This design comes from an exercise in tuning for a short achievable clock period and few clock cycles on the open sky130 flow, not from production work. Function was checked by simulation only, so behaviour that the tests miss may differ from the original. Power is estimated from default activity; no workload was simulated.

// cpusim_core
module cpusim_core (
    input  wire        clk,
    input  wire        rst,         
    output wire [15:0] mem_addr,
    output wire        mem_re,
    output wire        mem_we,
    output wire [15:0] mem_wdata,
    input  wire [15:0] mem_rdata
);
Size: ~240 flip-flops.
==> flow/config.mk <==
export PLATFORM = sky130hd
export DESIGN_NAME = cpusim_core
export DESIGN_NICKNAME = cpusim_core
export VERILOG_FILES = /design/flow/design.v
export SDC_FILE = /design/flow/constraint.sdc
export NUM_CORES = 4
export LEC_CHECK = 0
export ABC_AREA = 1
export CAP_MARGIN = 20
export CORE_MARGIN = 2
export CORE_UTILIZATION = 40
export SETUP_SLACK_MARGIN = 4.5
export SLEW_MARGIN = 20
export SYNTH_HIERARCHICAL = 1
==> flow/constraint.sdc <==
create_clock -name core_clock -period 7.0 [get_ports {clk}]
set_input_delay 1.4000 -clock core_clock [delete_from_list [all_inputs] [get_ports {clk}]]
set_output_delay 1.4000 -clock core_clock [all_outputs]
set_load 0.01 [all_outputs]
run.sh (not shown) runs the stock make flow with config.mk's settings and CLKGATE_MAP_FILE= SYNTH_SCRIPT=/design/flow/synth_recipe.tcl, a recipe that flattens the netlist after the stock synthesis.
Testbench counts at the start, summed over its fixed seeds: cycles 38,464.
==> next run, changes <==
--- a/flow/design.v
+++ b/flow/design.v
@@ -135,62 +135,60 @@
             end
         end
     endgenerate
     wire [15:0] r2n = e_cp[2] ? copy_value : r2;
     wire [15:0] r3n = e_cp[3] ? copy_value : r3;
     wire [15:0] r4n = e_cp[4] ? copy_value : r4;
     wire [15:0] r5n = e_cp[5] ? copy_value : r5;
     wire [15:0] r6n = e_cp[6] ? copy_value : r6;
     wire [15:0] r7n = e_cp[7] ? copy_value :
                       e_slow ? {ir[10:3], r7[7:0]} :
                       e_stop ? {r7[15:8], ir[10:3]} : r7;
-    wire [15:0] raddr_n = pt ? pc : copy_value;
-    wire        erd     = v & d_jx & d_xv & (d_xt ^ pt);
     wire [15:0] naddr_n, ag_n, ap_n, cv_n;
     wire        f_pt, f_st, e15_n, nm_n, xv_n, xt_n;
     cpusim_fetch u_fetch (
         .f (f), .fetch (fetch),
         .q0 (fetch ? pc_n : pc),
-        .hold (rst | rd | erd),
-        .alt (rst ? 16'h0000 : rd ? (rj4 ? r4 : raddr) : erd ? raddr_n : 16'h0000),
         .r2n (r2n), .r3n (r3n), .r5n (r5n), .r6n (r6n), .r7n (r7n),
         .r4n (r4n), .cv_n (cv_n),
         .naddr_n (naddr_n), .f_pt (f_pt), .f_st (f_st), .ag_n (ag_n), .ap_n (ap_n),
         .e15_n (e15_n), .nm_n (nm_n),
         .zx (r2n[14:0] == 15'd0), .ox (&r2n[14:0]), .sx (r2n[15]),
         .zy (r3n[14:0] == 15'd0), .oy (&r3n[14:0]), .sy (r3n[15]),
         .xv_n (xv_n), .xt_n (xt_n)
     );
     wire [15:0] alu_out;
     wire        v_n, we_n, rd_n;
     cpusim_alu u_alu (
         .g (ag), .p (ap), .f (a_f), .no (a_no),
         .c1 (ir[13]), .e15 (a_e15), .nm_and (a_nm),
         .copy (d_copy), .jx (v & d_jx),
         .pt (pt), .fetch (fetch), .f_st (f_st), .rd_q (rd),
         .xv (d_xv), .erd (erd),
         .out (alu_out), .rd (rd_n), .v_n (v_n), .we_n (we_n)
     );
+    wire [15:0] raddr_n = pt ? pc : copy_value;
+    wire        erd     = v & d_jx & d_xv & (d_xt ^ pt);
     wire        rj4_n   = ~pt & d_j4;
-    always @(posedge clk) madr <= naddr_n;
     always @(posedge clk) begin
         if (rst) begin
             pc    <= 16'h0000;
             ir    <= 16'h0000;
             v     <= 1'b0;
             r2    <= 16'h0000;
             r3    <= 16'h0000;
             r4    <= 16'h0000;
             r5    <= 16'h0000;
             r6    <= 16'h0000;
             r7    <= 16'h0000;
+            madr  <= 16'h0000;
             rd    <= 1'b0;
             raddr <= 16'h0000;
             rj4   <= 1'b0;
             we    <= 1'b0;
             pt    <= 1'b0;
             ag    <= 16'h0000;
             ap    <= 16'h0000;
             wdata <= 16'h0000;
             a_f   <= 1'b0;
             a_no  <= 1'b0;
             a_e15 <= 1'b0;
@@ -208,22 +206,23 @@
             d_xv   <= 1'b0;
             d_xt   <= 1'b0;
             d_cp   <= 6'd0;
         end else begin
             r7 <= r7n;
             r2 <= r2n;
             r3 <= r3n;
             r4 <= e_alu ? alu_out : r4n;
             r5 <= r5n;
             if (e_ld) r6 <= mem_rdata;
             else      r6 <= r6n;
+            madr  <= rd ? (rj4 ? r4 : raddr) : erd ? raddr_n : naddr_n;
             v     <= v_n;
             we    <= we_n;
             rd    <= rd_n;
             raddr <= raddr_n;
             rj4   <= rj4_n;
             if (f_st) wdata <= r7n;
             if (fetch) begin
                 ir    <= f;
                 pc    <= pc_n;
                 pt    <= f_pt;
                 ag    <= ag_n;
@@ -248,24 +247,22 @@
                           {6{f[2:0] == OP_COPY}};
                 a_f   <= f[7];
                 a_no  <= f[6];
             end
         end
     end
 endmodule
 module cpusim_fetch (
     input  wire [15:0] f,         
     input  wire        fetch,     
     input  wire [15:0] q0,        
-    input  wire        hold,      
-    input  wire [15:0] alt,
     input  wire [15:0] r2n, r3n, r5n, r6n, r7n,
     output reg  [15:0] naddr_n,
     output wire        f_pt,      
     output wire        f_st,      
     output wire [15:0] ag_n,
     output wire [15:0] ap_n,
     input  wire [15:0] r4n,       
     output reg  [15:0] cv_n,      
     output wire        e15_n,     
     output wire        nm_n,
     input  wire        zx, ox, sx,   
@@ -281,24 +278,24 @@
     wire f_mem   = (f_op[2:1] == 2'b00);
     wire f_copyj = (f_op == OP_COPY) & (f[8:6] == 3'd0);
     wire f_aluj  = (f_op == OP_ALU) & (f[13:12] != 2'b11);
     wire f_hi    = (f_src[2:1] == 2'b11) | (f_src == 3'd5);    
     assign f_pt  = (f_copyj & (f_hi | (f_src == 3'd0))) | (f_aluj & f_hi);
     assign f_st  = fetch & (f_op == OP_STORE);
     wire sel5 = fetch & (f_mem | ((f_copyj | f_aluj) & (f_src == 3'd5)));
     wire sel6 = fetch & (f_copyj | f_aluj) & (f_src == 3'd6);
     wire sel7 = fetch & (f_copyj | f_aluj) & (f_src == 3'd7);
     wire sel0 = ~(sel5 | sel6 | sel7);
     always @(*) begin
-        naddr_n = ({16{~hold & sel0}} & q0) | ({16{~hold & sel5}} & r5n) |
-                  ({16{~hold & sel6}} & r6n) | ({16{~hold & sel7}} & r7n) | alt;
+        naddr_n = ({16{sel0}} & q0) | ({16{sel5}} & r5n) |
+                  ({16{sel6}} & r6n) | ({16{sel7}} & r7n);
     end
     always @(*) begin
         case (f_src)
             3'd0: cv_n = q0;
             3'd1: cv_n = f;
             3'd2: cv_n = r2n;
             3'd3: cv_n = r3n;
             3'd4: cv_n = r4n;
             3'd5: cv_n = r5n;
             3'd6: cv_n = r6n;
             default: cv_n = r7n;
After rerunning:
- utilization went up by 0.77 points
- routed wire length went up by 3.2%
- area after synthesis stays flat
- power went up by 2.6%
- combinational power went up by 6.5%
- sequential power hardly moves
- global-route usage went up by 2.1 points
- setup slack is worse by 0.12 ns
- clock power went up by about 3%
- cell count went up by 0.87%
- via count went up by 0.38%
Testbench counts after the change, summed over its fixed seeds: cycles 38,464.

[afterwards: timing with drivers on the ports]
The flow's constraints put no driver on any port. The routed layouts listed below were extracted and timed again, unchanged, in two steps.
Step 1 sets driving cells, clkbuf_16 on the clock port and buf_2 on the other inputs (assumed; they add their load-dependent delay and slew).
Step 2 adds t to the input delays and takes it off the output delays; t is the mean of the earliest and latest rising clock arrival at the registers after step 1. Input paths then give back, and output paths get back, about the clock's delay inside the block.
Slacks: no drivers / after step 1 / after step 2; pairs: no drivers / after step 1.
| run | shift t [ns] | setup WS [ns] | hold WS [ns] | clock arrival spread, ns | slew at the worst register clock pin (ns) |
|---|---|---|---|---|---|
| the first run | 0.613 | 4.512 / 4.476 / 3.883 | 0.446 / 0.446 / 0.446 | 0.012 / 0.012 | 0.06 / 0.06 |
| the second run | 0.621 | 4.391 / 4.395 / 3.774 | 0.461 / 0.461 / 0.461 | 0.021 / 0.021 | 0.06 / 0.06 |
After both steps every run listed still meets setup and hold. The setup slack of the first run, which loses most, moves by -0.036 ns with the drivers and by -0.629 ns with both steps.
